Background: an optimization exercise with open tools, aiming at small area. Do not read the settings as production practice.
RTL that was checked went through simulation tests only; none was proved equivalent to the original.

==> inputs of 12-19 <==
Design remimo_core, start of the top module:
module remimo_core (
    input  wire        clk,
    input  wire        rst,         
    output wire        mem_req,
    output wire        mem_we,
    output wire [15:0] mem_addr,
    output wire [15:0] mem_wdata,
    input  wire        mem_ready,
    input  wire [15:0] mem_rdata,
    output wire        halted,
    output wire [1:0]  cause,       
    output wire [15:0] pc,
    output wire [15:0] r0,
    output wire [15:0] r1,
    output wire [15:0] r2,
    output wire [15:0] r3,
    output wire [3:0]  flags        
);
    localparam S_INIT  = 4'd0;
    localparam S_FETCH = 4'd1;
    localparam S_EXEC  = 4'd2;
    localparam S_REST  = 4'd3;
    localparam S_LS1   = 4'd6;       
    localparam S_P2    = 4'd14;      
    localparam S_HPC   = 4'd9;       
    localparam S_HOP   = 4'd10;      
    localparam S_HEA   = 4'd11;      
    reg [3:0]  state;
    reg [3:0]  cnt;
    reg [15:0] pc_q, t;
    reg [15:0] x0, x1, x2, x3;
    reg [1:0]  lrd, lrs;
    reg        c;                    
    reg        pcc;                  
    reg        fc, fn, fv, fz;
    wire init  = (state == S_INIT);
    wire fetch = (state == S_FETCH);
    wire exec  = (state == S_EXEC);
    wire rest  = (state == S_REST);
    wire ls1   = (state[3:1] == 3'b011);
    wire p2    = (state[3:1] == 3'b111);
    wire lst   = state[0];           
    wire       first  = (cnt == 4'd0);
    wire       lo     = ~cnt[3];           
    wire       end8   = &cnt[2:0];         
    wire       f_ls   = fetch & mem_ready & ~pc_q[15] & (mem_rdata[15:13] == 3'b010);
    wire       p2_acc = p2 & first;
    wire       stall  = p2_acc & ~mem_ready;
    wire [15:0] ir    = {t[13:0], t[15:14]};
    wire [3:0] op     = ir[15:12];
    wire       is_alu = ~op[3] & ~op[2];
    wire       is_sh  = op[2] & ~op[0];
    wire       is_mvi = op[2] & op[0];
    wire       is_b   = op[3] & ~op[0];
    wire       is_bc  = op[3] & op[0];
    wire       immf   = (lrd == lrs);
    reg [1:0] imm_d;
    always @(*) begin
        case (cnt[1:0])
            2'd0: imm_d = ir[1:0];
            2'd1: imm_d = ir[3:2];
  ...
Settings: LEC_CHECK=0, ABC_AREA=1, CAP_MARGIN=0, CORE_MARGIN=2, CORE_UTILIZATION=50, SLEW_MARGIN=0; clock period 10.0 ns.
standard.sh (not shown) runs the stock make flow with config.mk's settings and CLKGATE_MAP_FILE= SYNTH_SCRIPT=/design/flow/synth_recipe.tcl, a recipe that flattens the netlist after the stock synthesis.
==> flow/flow/run.sh <==
#!/bin/bash
# The standard ORFS layout (standard.sh), built with these changes:
#  - synthesis: the standard flow's own synthesis script (synth_recipe.tcl), except that
#    Yosys's abc maps the logic with each of the area-oriented scripts
#    flow/a*.abc and keeps the smallest result (flow/abc_best.tcl), and
#    adders are left to abc. Registers, their names and cell types are
#    those of the standard synthesis.
#  - every port is buffered with the smallest buffer cell;
#  - the clock tree uses small buffers and no dummy loads.
# The flow's output goes to standard_flow.log here; each ORFS step keeps
# its own log under orfs/logs.
set -euo pipefail
W=$PWD
export BUFFER_PORTS_ARGS="-buffer_cell sky130_fd_sc_hd__buf_1"
export CTS_ARGS="-sink_clustering_enable -repair_clock_nets -buf_list sky130_fd_sc_hd__clkbuf_4 -dont_use_dummy_load -sink_clustering_size 20 -sink_clustering_max_diameter 60"
mkdir -p "$W/abc_best"
{
  head -n 1 synth_recipe.tcl
  echo "set ::abc_best_scripts [list $(ls "$W"/flow/a*.abc | tr '\n' ' ')]"
  echo "set ::abc_best_dir $W/abc_best"
  echo "source $W/flow/abc_best.tcl"
  tail -n +2 synth_recipe.tcl
} > flow_synth.tcl
sed "s#SYNTH_SCRIPT=[^ ]*#SYNTH_SCRIPT=$W/flow_synth.tcl ADDER_MAP_FILE=#" standard.sh > flow_standard.sh
bash flow_standard.sh > standard_flow.log 2>&1
==> flow/flow/a1.abc <==
strash
&get -n
&fraig -x
&put
scorr
dc2
dretime
strash
&get -n
&dch -f
&nf -R 1000
&put
==> flow/flow/a2.abc <==
strash
&get -n
&dch -f
&nf -R 1000
&put
==> flow/flow/a3.abc <==
strash
dc2
&get -n
&dch -f
&nf -R 1000
&put
==> flow/flow/a4.abc <==
strash
&get -n
&st
&syn2
&dch -f
&nf -R 1000
&put
==> flow/flow/a5.abc <==
strash
&get -n
&deepsyn -T 30 -S 1
&put
&get -n
&dch -f
&nf -R 1000
&put
==> flow/flow/a6.abc <==
strash
&get -n
&deepsyn -T 30 -S 7
&put
&get -n
&dch -f
&nf -R 1000
&put
==> flow/flow/a7.abc <==
strash
&get -n
&deepsyn -T 30 -S 13
&put
&get -n
&dch -f
&nf -R 1000
&put
==> flow/flow/a8.abc <==
strash
&get -n
&deepsyn -T 30 -S 21
&put
&get -n
&dch -f
&nf -R 1000
&put
==> flow/flow/a9.abc <==
strash
&get -n
&deepsyn -T 30 -S 1
&put
dch -f
amap
topo
==> flow/flow/a91.abc <==
strash
&get -n
&deepsyn -T 30 -S 5
&put
dch -f
amap
topo
==> flow/flow/a92.abc <==
strash
dch -f
amap
topo
Other scripts of this flow, unchanged in this note and not shown: flow/flow/abc_best.tcl
==> inputs of 07-12, as changes to 12-19 <==
--- a/flow/design.v
+++ b/flow/design.v
@@ -101,31 +101,29 @@
             2'd1: alu_res = rd_o | alu_b;
             default: alu_res = s_sum;
         endcase
     end
     wire alu_fo = ~immf & ir[4];
     wire [2:0] sh_k    = ir[3:1];
     wire       sh_b    = ir[0];
     wire       sh_r    = ir[6];
-    wire       sh_kz   = (sh_k == 3'd0);
     wire [3:0] cnt_inc = cnt + 4'd1;
     wire       r_fill  = ir[5] & c;
     wire [1:0] r_src   = lo ? rs_o : {2{r_fill}};
     wire       r_nxt   = ~lo ? r_fill : end8 ? (ir[5] & rs_o[1]) : rs_n;
     wire [1:0] r_v     = sh_b ? {r_nxt, r_src[1]} : r_src;
-    wire       l_copy  = lo & ~sh_kz & (cnt[2:0] <= ~sh_k);
-    wire [1:0] l_src   = lo ? (sh_kz ? rs_o : 2'b00) : rd_o;
-    wire       l_c     = (sh_kz & first) ? 1'b0 : c;
-    wire [1:0] l_v     = sh_b ? {l_src[0], l_c} : l_src;
+    wire       l_data  = lo & (cnt[2:0] <= ~sh_k);
+    wire       l_c     = ~first & c;
+    wire [1:0] l_v     = ~l_data ? 2'b00 : sh_b ? {rs_o[0], l_c} : rs_o;
     wire [1:0] sh_v    = sh_r ? r_v : l_v;
-    wire [1:0] sh_wb   = (~sh_r & l_copy) ? rs_o : (ir[7] ? ~sh_v : sh_v);
+    wire [1:0] sh_wb   = (~sh_r & ~lo) ? rd_o : (ir[7] ? ~sh_v : sh_v);
     wire       sh_last = sh_r ? (cnt_inc == {1'b1, sh_k})
-                              : (sh_kz ? end8 : (cnt == {1'b1, ~sh_k}));
-    wire       sh_c    = sh_r ? r_src[1] : (~l_copy & l_src[1]);
+                              : (cnt == {(sh_k != 3'd0), ~sh_k});
+    wire       sh_c    = sh_r ? r_src[1] : rs_o[1];
     wire [1:0] mvi_d  = (cnt[2] == ir[8]) ? imm_d : 2'b00;
     wire [1:0] mvi_wb = ir[9] ? ~mvi_d : mvi_d;
     reg tk_base;
     always @(*) begin
         case (ir[11:9])
             3'd0: tk_base = fz;
             3'd1: tk_base = fc;
             3'd2: tk_base = fn;
@@ -153,37 +151,36 @@
         rs_en = 1'b0;
         pc_en = 1'b0;
         t_sh  = 1'b0;
         last  = 1'b0;
         wb    = 2'b00;
         pc_in = p_sum;
         if (exec) begin
             pc_en = lo;
+            rs_en = lo;
             last  = end8;
             if (is_alu) begin
                 rd_en = 1'b1;
-                rs_en = 1'b1;
                 wb    = alu_fo ? rd_o : alu_res;
             end else if (is_sh) begin
                 rd_en = 1'b1;
-                rs_en = lo;
                 wb    = sh_wb;
                 last  = sh_last;
             end else if (is_mvi) begin
                 rd_en = 1'b1;
                 wb    = mvi_wb;
             end else if (is_b) begin
                 pc_in = ~cnt[2] ? imm_d : cnt[1] ? 2'b00 : cnt[0] ? ir[11:10] : ir[9:8];
             end
         end else if (f_ls | ls1) begin
             pc_en = 1'b1;
             rd_en = 1'b1;
             rs_en = 1'b1;
-            t_sh  = ls1;
+            t_sh  = 1'b1;            
             wb    = pc_q[1:0];
             pc_in = s_sum;
             last  = end8;
         end else if ((p2 & ~stall) | rest) begin
             rd_en = 1'b1;
             pc_en = 1'b1;
             t_sh  = 1'b1;
             wb    = (p2_acc & ~lst) ? mem_rdata[1:0] : t[1:0];
@@ -197,29 +194,29 @@
     wire en0 = init | (rd_en & (sel_d == 2'd0)) | (rs_en & (sel_s == 2'd0));
     wire en1 = init | (rd_en & (sel_d == 2'd1)) | (rs_en & (sel_s == 2'd1));
     wire en2 = init | (rd_en & (sel_d == 2'd2)) | (rs_en & (sel_s == 2'd2));
     wire en3 = init | (rd_en & (sel_d == 2'd3)) | (rs_en & (sel_s == 2'd3));
     wire [1:0] in0 = init ? 2'b00 : (rd_en & (sel_d == 2'd0)) ? wb : x0[1:0];
     wire [1:0] in1 = init ? 2'b00 : (rd_en & (sel_d == 2'd1)) ? wb : x1[1:0];
     wire [1:0] in2 = init ? 2'b00 : (rd_en & (sel_d == 2'd2)) ? wb : x2[1:0];
     wire [1:0] in3 = init ? 2'b00 : (rd_en & (sel_d == 2'd3)) ? wb : x3[1:0];
-    wire t_ld = (fetch & mem_ready) | (p2_acc & mem_ready & ~lst);
-    wire [1:0] t_top = f_ls ? rd_o : mem_rdata[1:0];
+    wire t_ld = fetch | (p2_acc & ~lst);
+    wire [1:0] t_top = (mem_rdata[15:13] == 3'b010) ? rd_o : mem_rdata[1:0];
     always @(posedge clk) begin
         if (en0) x0 <= {in0, x0[15:2]};
         if (en1) x1 <= {in1, x1[15:2]};
         if (en2) x2 <= {in2, x2[15:2]};
         if (en3) x3 <= {in3, x3[15:2]};
         if (pc_en) pc_q <= {pc_in, pc_q[15:2]};
         if (t_ld)
             t <= {t_top, mem_rdata[15:2]};
         else if (t_sh)
             t <= {rd_o, t[15:2]};
-        if (fetch & mem_ready) begin
+        if (fetch) begin
             lrd <= mem_rdata[11:10];
             lrs <= mem_rdata[9:8];
         end
     end
     always @(posedge clk) begin
         if (exec & is_sh)
             c <= sh_c;
         else
@@ -237,18 +234,18 @@
             if (last) begin
                 fc <= op[1] & (s_c2 ^ sub);
                 fn <= alu_res[1];
                 fv <= op[1] & ~(add_a[1] ^ add_b[1]) & (add_a[1] ^ s_sum[1] ^ sub);
             end
         end
     end
     always @(posedge clk) begin
-        cnt <= (~rst & (init | exec | f_ls | ls1 | p2 | rest) & ~last)
-               ? (stall ? cnt : cnt_inc) : 4'd0;
+        cnt <= (~rst & (init | exec | f_ls | ls1 | p2 | rest) & ~last & ~stall)
+               ? cnt_inc : 4'd0;
         if (rst) begin
             state <= S_INIT;
         end else begin
             case (state)
                 S_INIT, S_REST, S_EXEC, S_LS1, S_LS1 + 4'd1, S_P2, S_P2 + 4'd1: begin
                     if (last) begin
                         if (rest)
                             state <= S_HEA;
==> flow/flow/run.sh (replaced) <==
#!/bin/bash
# The standard ORFS layout (standard.sh), built with these changes:
#  - synthesis: the standard flow's own synthesis script (synth_recipe.tcl), except that
#    Yosys's abc maps the logic with each of the area-oriented scripts
#    flow/s*.abc and keeps the smallest result (flow/abc_best.tcl), and
#    adders are left to abc. Registers, their names and cell types are
#    those of the standard synthesis.
#  - every port is buffered with the smallest buffer cell;
#  - the clock tree uses small buffers and no dummy loads.
# The flow's output goes to standard_flow.log here; each ORFS step keeps
# its own log under orfs/logs.
set -euo pipefail
W=$PWD
export BUFFER_PORTS_ARGS="-buffer_cell sky130_fd_sc_hd__buf_1"
export CTS_ARGS="-sink_clustering_enable -repair_clock_nets -buf_list sky130_fd_sc_hd__clkbuf_4 -dont_use_dummy_load -sink_clustering_size 20 -sink_clustering_max_diameter 60"
mkdir -p "$W/abc_best"
{
  head -n 1 synth_recipe.tcl
  echo "set ::abc_best_scripts [list $(ls "$W"/flow/s*.abc | tr '\n' ' ')]"
  echo "set ::abc_best_dir $W/abc_best"
  echo "source $W/flow/abc_best.tcl"
  tail -n +2 synth_recipe.tcl
} > flow_synth.tcl
sed "s#SYNTH_SCRIPT=[^ ]*#SYNTH_SCRIPT=$W/flow_synth.tcl ADDER_MAP_FILE=#" standard.sh > flow_standard.sh
bash flow_standard.sh > standard_flow.log 2>&1
==> flow/flow/s01.abc (new file) <==
strash
&get -n
&fraig -x
&put
scorr
dc2
dretime
strash
&get -n
&dch -f
&nf -R 1000
&put
==> flow/flow/s02.abc (new file) <==
strash
&get -n
&dch -f
&nf -R 1000
&put
==> flow/flow/s03.abc (new file) <==
strash
dc2
&get -n
&dch -f
&nf -R 1000
&put
==> flow/flow/s04.abc (new file) <==
strash
dch -f
amap
strash
dch -f
amap
topo
==> flow/flow/s05.abc (new file) <==
strash
&get -n
&deepsyn -T 30 -S 1
&put
&get -n
&dch -f
&nf -R 1000
&put
==> flow/flow/s06.abc (new file) <==
strash
&get -n
&deepsyn -T 30 -S 7
&put
&get -n
&dch -f
&nf -R 1000
&put
==> flow/flow/s07.abc (new file) <==
strash
&get -n
&deepsyn -T 30 -S 1
&put
dch -f
amap
topo
==> flow/flow/s08.abc (new file) <==
strash
&get -n
&deepsyn -T 30 -S 2
&put
dch -f
amap
topo
==> flow/flow/s09.abc (new file) <==
strash
&get -n
&deepsyn -T 30 -S 3
&put
dch -f
amap
topo
==> flow/flow/s10.abc (new file) <==
strash
&get -n
&deepsyn -T 30 -S 5
&put
dch -f
amap
topo
==> flow/flow/s11.abc (new file) <==
strash
&get -n
&deepsyn -T 30 -S 17
&put
dch -f
amap
topo
removed: flow/flow/a1.abc
removed: flow/flow/a2.abc
removed: flow/flow/a3.abc
removed: flow/flow/a4.abc
removed: flow/flow/a5.abc
removed: flow/flow/a6.abc
removed: flow/flow/a7.abc
removed: flow/flow/a8.abc
removed: flow/flow/a9.abc
removed: flow/flow/a91.abc
removed: flow/flow/a92.abc
==> inputs of 03-07, as changes to 12-19 <==
--- a/flow/design.v
+++ b/flow/design.v
@@ -101,31 +101,29 @@
             2'd1: alu_res = rd_o | alu_b;
             default: alu_res = s_sum;
         endcase
     end
     wire alu_fo = ~immf & ir[4];
     wire [2:0] sh_k    = ir[3:1];
     wire       sh_b    = ir[0];
     wire       sh_r    = ir[6];
-    wire       sh_kz   = (sh_k == 3'd0);
     wire [3:0] cnt_inc = cnt + 4'd1;
     wire       r_fill  = ir[5] & c;
     wire [1:0] r_src   = lo ? rs_o : {2{r_fill}};
     wire       r_nxt   = ~lo ? r_fill : end8 ? (ir[5] & rs_o[1]) : rs_n;
     wire [1:0] r_v     = sh_b ? {r_nxt, r_src[1]} : r_src;
-    wire       l_copy  = lo & ~sh_kz & (cnt[2:0] <= ~sh_k);
-    wire [1:0] l_src   = lo ? (sh_kz ? rs_o : 2'b00) : rd_o;
-    wire       l_c     = (sh_kz & first) ? 1'b0 : c;
-    wire [1:0] l_v     = sh_b ? {l_src[0], l_c} : l_src;
+    wire       l_data  = lo & (cnt[2:0] <= ~sh_k);
+    wire       l_c     = ~first & c;
+    wire [1:0] l_v     = ~l_data ? 2'b00 : sh_b ? {rs_o[0], l_c} : rs_o;
     wire [1:0] sh_v    = sh_r ? r_v : l_v;
-    wire [1:0] sh_wb   = (~sh_r & l_copy) ? rs_o : (ir[7] ? ~sh_v : sh_v);
+    wire [1:0] sh_wb   = (~sh_r & ~lo) ? rd_o : (ir[7] ? ~sh_v : sh_v);
     wire       sh_last = sh_r ? (cnt_inc == {1'b1, sh_k})
-                              : (sh_kz ? end8 : (cnt == {1'b1, ~sh_k}));
-    wire       sh_c    = sh_r ? r_src[1] : (~l_copy & l_src[1]);
+                              : (cnt == {(sh_k != 3'd0), ~sh_k});
+    wire       sh_c    = sh_r ? r_src[1] : rs_o[1];
     wire [1:0] mvi_d  = (cnt[2] == ir[8]) ? imm_d : 2'b00;
     wire [1:0] mvi_wb = ir[9] ? ~mvi_d : mvi_d;
     reg tk_base;
     always @(*) begin
         case (ir[11:9])
             3'd0: tk_base = fz;
             3'd1: tk_base = fc;
             3'd2: tk_base = fn;
@@ -197,29 +195,29 @@
     wire en0 = init | (rd_en & (sel_d == 2'd0)) | (rs_en & (sel_s == 2'd0));
     wire en1 = init | (rd_en & (sel_d == 2'd1)) | (rs_en & (sel_s == 2'd1));
     wire en2 = init | (rd_en & (sel_d == 2'd2)) | (rs_en & (sel_s == 2'd2));
     wire en3 = init | (rd_en & (sel_d == 2'd3)) | (rs_en & (sel_s == 2'd3));
     wire [1:0] in0 = init ? 2'b00 : (rd_en & (sel_d == 2'd0)) ? wb : x0[1:0];
     wire [1:0] in1 = init ? 2'b00 : (rd_en & (sel_d == 2'd1)) ? wb : x1[1:0];
     wire [1:0] in2 = init ? 2'b00 : (rd_en & (sel_d == 2'd2)) ? wb : x2[1:0];
     wire [1:0] in3 = init ? 2'b00 : (rd_en & (sel_d == 2'd3)) ? wb : x3[1:0];
-    wire t_ld = (fetch & mem_ready) | (p2_acc & mem_ready & ~lst);
-    wire [1:0] t_top = f_ls ? rd_o : mem_rdata[1:0];
+    wire t_ld = fetch | (p2_acc & ~lst);
+    wire [1:0] t_top = (mem_rdata[15:13] == 3'b010) ? rd_o : mem_rdata[1:0];
     always @(posedge clk) begin
         if (en0) x0 <= {in0, x0[15:2]};
         if (en1) x1 <= {in1, x1[15:2]};
         if (en2) x2 <= {in2, x2[15:2]};
         if (en3) x3 <= {in3, x3[15:2]};
         if (pc_en) pc_q <= {pc_in, pc_q[15:2]};
         if (t_ld)
             t <= {t_top, mem_rdata[15:2]};
         else if (t_sh)
             t <= {rd_o, t[15:2]};
-        if (fetch & mem_ready) begin
+        if (fetch) begin
             lrd <= mem_rdata[11:10];
             lrs <= mem_rdata[9:8];
         end
     end
     always @(posedge clk) begin
         if (exec & is_sh)
             c <= sh_c;
         else
@@ -237,18 +235,18 @@
             if (last) begin
                 fc <= op[1] & (s_c2 ^ sub);
                 fn <= alu_res[1];
                 fv <= op[1] & ~(add_a[1] ^ add_b[1]) & (add_a[1] ^ s_sum[1] ^ sub);
             end
         end
     end
     always @(posedge clk) begin
-        cnt <= (~rst & (init | exec | f_ls | ls1 | p2 | rest) & ~last)
-               ? (stall ? cnt : cnt_inc) : 4'd0;
+        cnt <= (~rst & (init | exec | f_ls | ls1 | p2 | rest) & ~last & ~stall)
+               ? cnt_inc : 4'd0;
         if (rst) begin
             state <= S_INIT;
         end else begin
             case (state)
                 S_INIT, S_REST, S_EXEC, S_LS1, S_LS1 + 4'd1, S_P2, S_P2 + 4'd1: begin
                     if (last) begin
                         if (rest)
                             state <= S_HEA;
==> flow/flow/run.sh (replaced) <==
#!/bin/bash
# The standard ORFS layout (standard.sh), built with these changes:
#  - synthesis: the standard flow's own synthesis script (synth_recipe.tcl), except that
#    Yosys's abc maps the logic with each of the area-oriented scripts
#    flow/s*.abc and keeps the smallest result (flow/abc_best.tcl), and
#    adders are left to abc. Registers, their names and cell types are
#    those of the standard synthesis.
#  - every port is buffered with the smallest buffer cell;
#  - the clock tree uses small buffers and no dummy loads.
# The flow's output goes to standard_flow.log here; each ORFS step keeps
# its own log under orfs/logs.
set -euo pipefail
W=$PWD
export BUFFER_PORTS_ARGS="-buffer_cell sky130_fd_sc_hd__buf_1"
export CTS_ARGS="-sink_clustering_enable -repair_clock_nets -buf_list sky130_fd_sc_hd__clkbuf_4 -dont_use_dummy_load -sink_clustering_size 20 -sink_clustering_max_diameter 60"
mkdir -p "$W/abc_best"
{
  head -n 1 synth_recipe.tcl
  echo "set ::abc_best_scripts [list $(ls "$W"/flow/s*.abc | tr '\n' ' ')]"
  echo "set ::abc_best_dir $W/abc_best"
  echo "source $W/flow/abc_best.tcl"
  tail -n +2 synth_recipe.tcl
} > flow_synth.tcl
sed "s#SYNTH_SCRIPT=[^ ]*#SYNTH_SCRIPT=$W/flow_synth.tcl ADDER_MAP_FILE=#" standard.sh > flow_standard.sh
bash flow_standard.sh > standard_flow.log 2>&1
==> flow/flow/s01.abc (new file) <==
strash
&get -n
&fraig -x
&put
scorr
dc2
dretime
strash
&get -n
&dch -f
&nf -R 1000
&put
==> flow/flow/s02.abc (new file) <==
strash
&get -n
&dch -f
&nf -R 1000
&put
==> flow/flow/s03.abc (new file) <==
strash
dc2
&get -n
&dch -f
&nf -R 1000
&put
==> flow/flow/s04.abc (new file) <==
strash
dch -f
amap
strash
dch -f
amap
topo
==> flow/flow/s05.abc (new file) <==
strash
&get -n
&deepsyn -T 30 -S 1
&put
&get -n
&dch -f
&nf -R 1000
&put
==> flow/flow/s06.abc (new file) <==
strash
&get -n
&deepsyn -T 30 -S 7
&put
&get -n
&dch -f
&nf -R 1000
&put
==> flow/flow/s07.abc (new file) <==
strash
&get -n
&deepsyn -T 30 -S 1
&put
dch -f
amap
topo
==> flow/flow/s08.abc (new file) <==
strash
&get -n
&deepsyn -T 30 -S 2
&put
dch -f
amap
topo
==> flow/flow/s09.abc (new file) <==
strash
&get -n
&deepsyn -T 30 -S 3
&put
dch -f
amap
topo
==> flow/flow/s10.abc (new file) <==
strash
&get -n
&deepsyn -T 30 -S 5
&put
dch -f
amap
topo
==> flow/flow/s11.abc (new file) <==
strash
&get -n
&deepsyn -T 30 -S 17
&put
dch -f
amap
topo
removed: flow/flow/a1.abc
removed: flow/flow/a2.abc
removed: flow/flow/a3.abc
removed: flow/flow/a4.abc
removed: flow/flow/a5.abc
removed: flow/flow/a6.abc
removed: flow/flow/a7.abc
removed: flow/flow/a8.abc
removed: flow/flow/a9.abc
removed: flow/flow/a91.abc
removed: flow/flow/a92.abc
==> inputs of 02-13, as changes to 12-19 <==
--- a/flow/design.v
+++ b/flow/design.v
@@ -101,31 +101,29 @@
             2'd1: alu_res = rd_o | alu_b;
             default: alu_res = s_sum;
         endcase
     end
     wire alu_fo = ~immf & ir[4];
     wire [2:0] sh_k    = ir[3:1];
     wire       sh_b    = ir[0];
     wire       sh_r    = ir[6];
-    wire       sh_kz   = (sh_k == 3'd0);
     wire [3:0] cnt_inc = cnt + 4'd1;
     wire       r_fill  = ir[5] & c;
     wire [1:0] r_src   = lo ? rs_o : {2{r_fill}};
     wire       r_nxt   = ~lo ? r_fill : end8 ? (ir[5] & rs_o[1]) : rs_n;
     wire [1:0] r_v     = sh_b ? {r_nxt, r_src[1]} : r_src;
-    wire       l_copy  = lo & ~sh_kz & (cnt[2:0] <= ~sh_k);
-    wire [1:0] l_src   = lo ? (sh_kz ? rs_o : 2'b00) : rd_o;
-    wire       l_c     = (sh_kz & first) ? 1'b0 : c;
-    wire [1:0] l_v     = sh_b ? {l_src[0], l_c} : l_src;
+    wire       l_data  = lo & (cnt[2:0] <= ~sh_k);
+    wire       l_c     = ~first & c;
+    wire [1:0] l_v     = ~l_data ? 2'b00 : sh_b ? {rs_o[0], l_c} : rs_o;
     wire [1:0] sh_v    = sh_r ? r_v : l_v;
-    wire [1:0] sh_wb   = (~sh_r & l_copy) ? rs_o : (ir[7] ? ~sh_v : sh_v);
+    wire [1:0] sh_wb   = (~sh_r & ~lo) ? rd_o : (ir[7] ? ~sh_v : sh_v);
     wire       sh_last = sh_r ? (cnt_inc == {1'b1, sh_k})
-                              : (sh_kz ? end8 : (cnt == {1'b1, ~sh_k}));
-    wire       sh_c    = sh_r ? r_src[1] : (~l_copy & l_src[1]);
+                              : (cnt == {(sh_k != 3'd0), ~sh_k});
+    wire       sh_c    = sh_r ? r_src[1] : rs_o[1];
     wire [1:0] mvi_d  = (cnt[2] == ir[8]) ? imm_d : 2'b00;
     wire [1:0] mvi_wb = ir[9] ? ~mvi_d : mvi_d;
     reg tk_base;
     always @(*) begin
         case (ir[11:9])
             3'd0: tk_base = fz;
             3'd1: tk_base = fc;
             3'd2: tk_base = fn;
==> flow/flow/run.sh (replaced) <==
#!/bin/bash
# The standard ORFS layout (standard.sh), built with these changes:
#  - synthesis: the standard flow's own synthesis script (synth_recipe.tcl), except that
#    Yosys's abc maps the logic with each of the area-oriented scripts
#    flow/s*.abc and keeps the smallest result (flow/abc_best.tcl), and
#    adders are left to abc. Registers, their names and cell types are
#    those of the standard synthesis.
#  - every port is buffered with the smallest buffer cell;
#  - the clock tree uses small buffers and no dummy loads.
# The flow's output goes to standard_flow.log here; each ORFS step keeps
# its own log under orfs/logs.
set -euo pipefail
W=$PWD
export BUFFER_PORTS_ARGS="-buffer_cell sky130_fd_sc_hd__buf_1"
export CTS_ARGS="-sink_clustering_enable -repair_clock_nets -buf_list sky130_fd_sc_hd__clkbuf_4 -dont_use_dummy_load -sink_clustering_size 20 -sink_clustering_max_diameter 60"
mkdir -p "$W/abc_best"
{
  head -n 1 synth_recipe.tcl
  echo "set ::abc_best_scripts [list $(ls "$W"/flow/s*.abc | tr '\n' ' ')]"
  echo "set ::abc_best_dir $W/abc_best"
  echo "source $W/flow/abc_best.tcl"
  tail -n +2 synth_recipe.tcl
} > flow_synth.tcl
sed "s#SYNTH_SCRIPT=[^ ]*#SYNTH_SCRIPT=$W/flow_synth.tcl ADDER_MAP_FILE=#" standard.sh > flow_standard.sh
bash flow_standard.sh > standard_flow.log 2>&1
==> flow/flow/s01.abc (new file) <==
strash
&get -n
&fraig -x
&put
scorr
dc2
dretime
strash
&get -n
&dch -f
&nf -R 1000
&put
==> flow/flow/s02.abc (new file) <==
strash
&get -n
&dch -f
&nf -R 1000
&put
==> flow/flow/s03.abc (new file) <==
strash
dc2
&get -n
&dch -f
&nf -R 1000
&put
==> flow/flow/s04.abc (new file) <==
strash
dch -f
amap
strash
dch -f
amap
topo
==> flow/flow/s05.abc (new file) <==
strash
&get -n
&deepsyn -T 30 -S 1
&put
&get -n
&dch -f
&nf -R 1000
&put
==> flow/flow/s06.abc (new file) <==
strash
&get -n
&deepsyn -T 30 -S 7
&put
&get -n
&dch -f
&nf -R 1000
&put
==> flow/flow/s07.abc (new file) <==
strash
&get -n
&deepsyn -T 30 -S 1
&put
dch -f
amap
topo
==> flow/flow/s08.abc (new file) <==
strash
&get -n
&deepsyn -T 30 -S 2
&put
dch -f
amap
topo
==> flow/flow/s09.abc (new file) <==
strash
&get -n
&deepsyn -T 30 -S 3
&put
dch -f
amap
topo
==> flow/flow/s10.abc (new file) <==
strash
&get -n
&deepsyn -T 30 -S 5
&put
dch -f
amap
topo
==> flow/flow/s11.abc (new file) <==
strash
&get -n
&deepsyn -T 30 -S 17
&put
dch -f
amap
topo
removed: flow/flow/a1.abc
removed: flow/flow/a2.abc
removed: flow/flow/a3.abc
removed: flow/flow/a4.abc
removed: flow/flow/a5.abc
removed: flow/flow/a6.abc
removed: flow/flow/a7.abc
removed: flow/flow/a8.abc
removed: flow/flow/a9.abc
removed: flow/flow/a91.abc
removed: flow/flow/a92.abc
==> notes <==
Against 02-13, the non-clock buffer count of 07-12 is higher by 1. Clock skew: 07-12 > 03-07 > 02-13 > 12-19. Via count: 12-19 > 07-12 > 02-13 > 03-07. Of 03-07 and 12-19, 12-19 has the higher utilization (gap 1.1 points). Routed wire length: 07-12 > 12-19 > 03-07 > 02-13. In flip-flop and latch count, 02-13 and 07-12 do not differ.
Function not checked in 12-19: the RTL went through the layout flow alone.

what the ideal ports hide:
Ports are ideal in the flow. The routed layouts listed here were re-timed in OpenROAD. Step 1: set_driving_cell puts a clkbuf_16 on clk and a buf_2 on each other input, an assumption about the parent block. Step 2 times the ports against the registers' clock, not the clock port: input delays grow and output delays shrink by t, the midpoint of the rising clock arrivals with the driver on. Three values: ideal ports, drivers, drivers and shift; two values: the first two.
run	shift t [ns]	setup WS [ns]	cell pins on the clock port's net
12-19	0.547	4.709 / 4.724 / 4.177	1
07-12	0.544	5.125 / 5.135 / 4.591	1
03-07	0.519	4.824 / 4.836 / 4.317	1
02-13	0.555	4.382 / 4.396 / 3.841	1
After both steps setup and hold are still met in every run listed. The setup slack of 02-13, which loses most, moves by +0.014 ns with the drivers and by -0.541 ns with both steps.
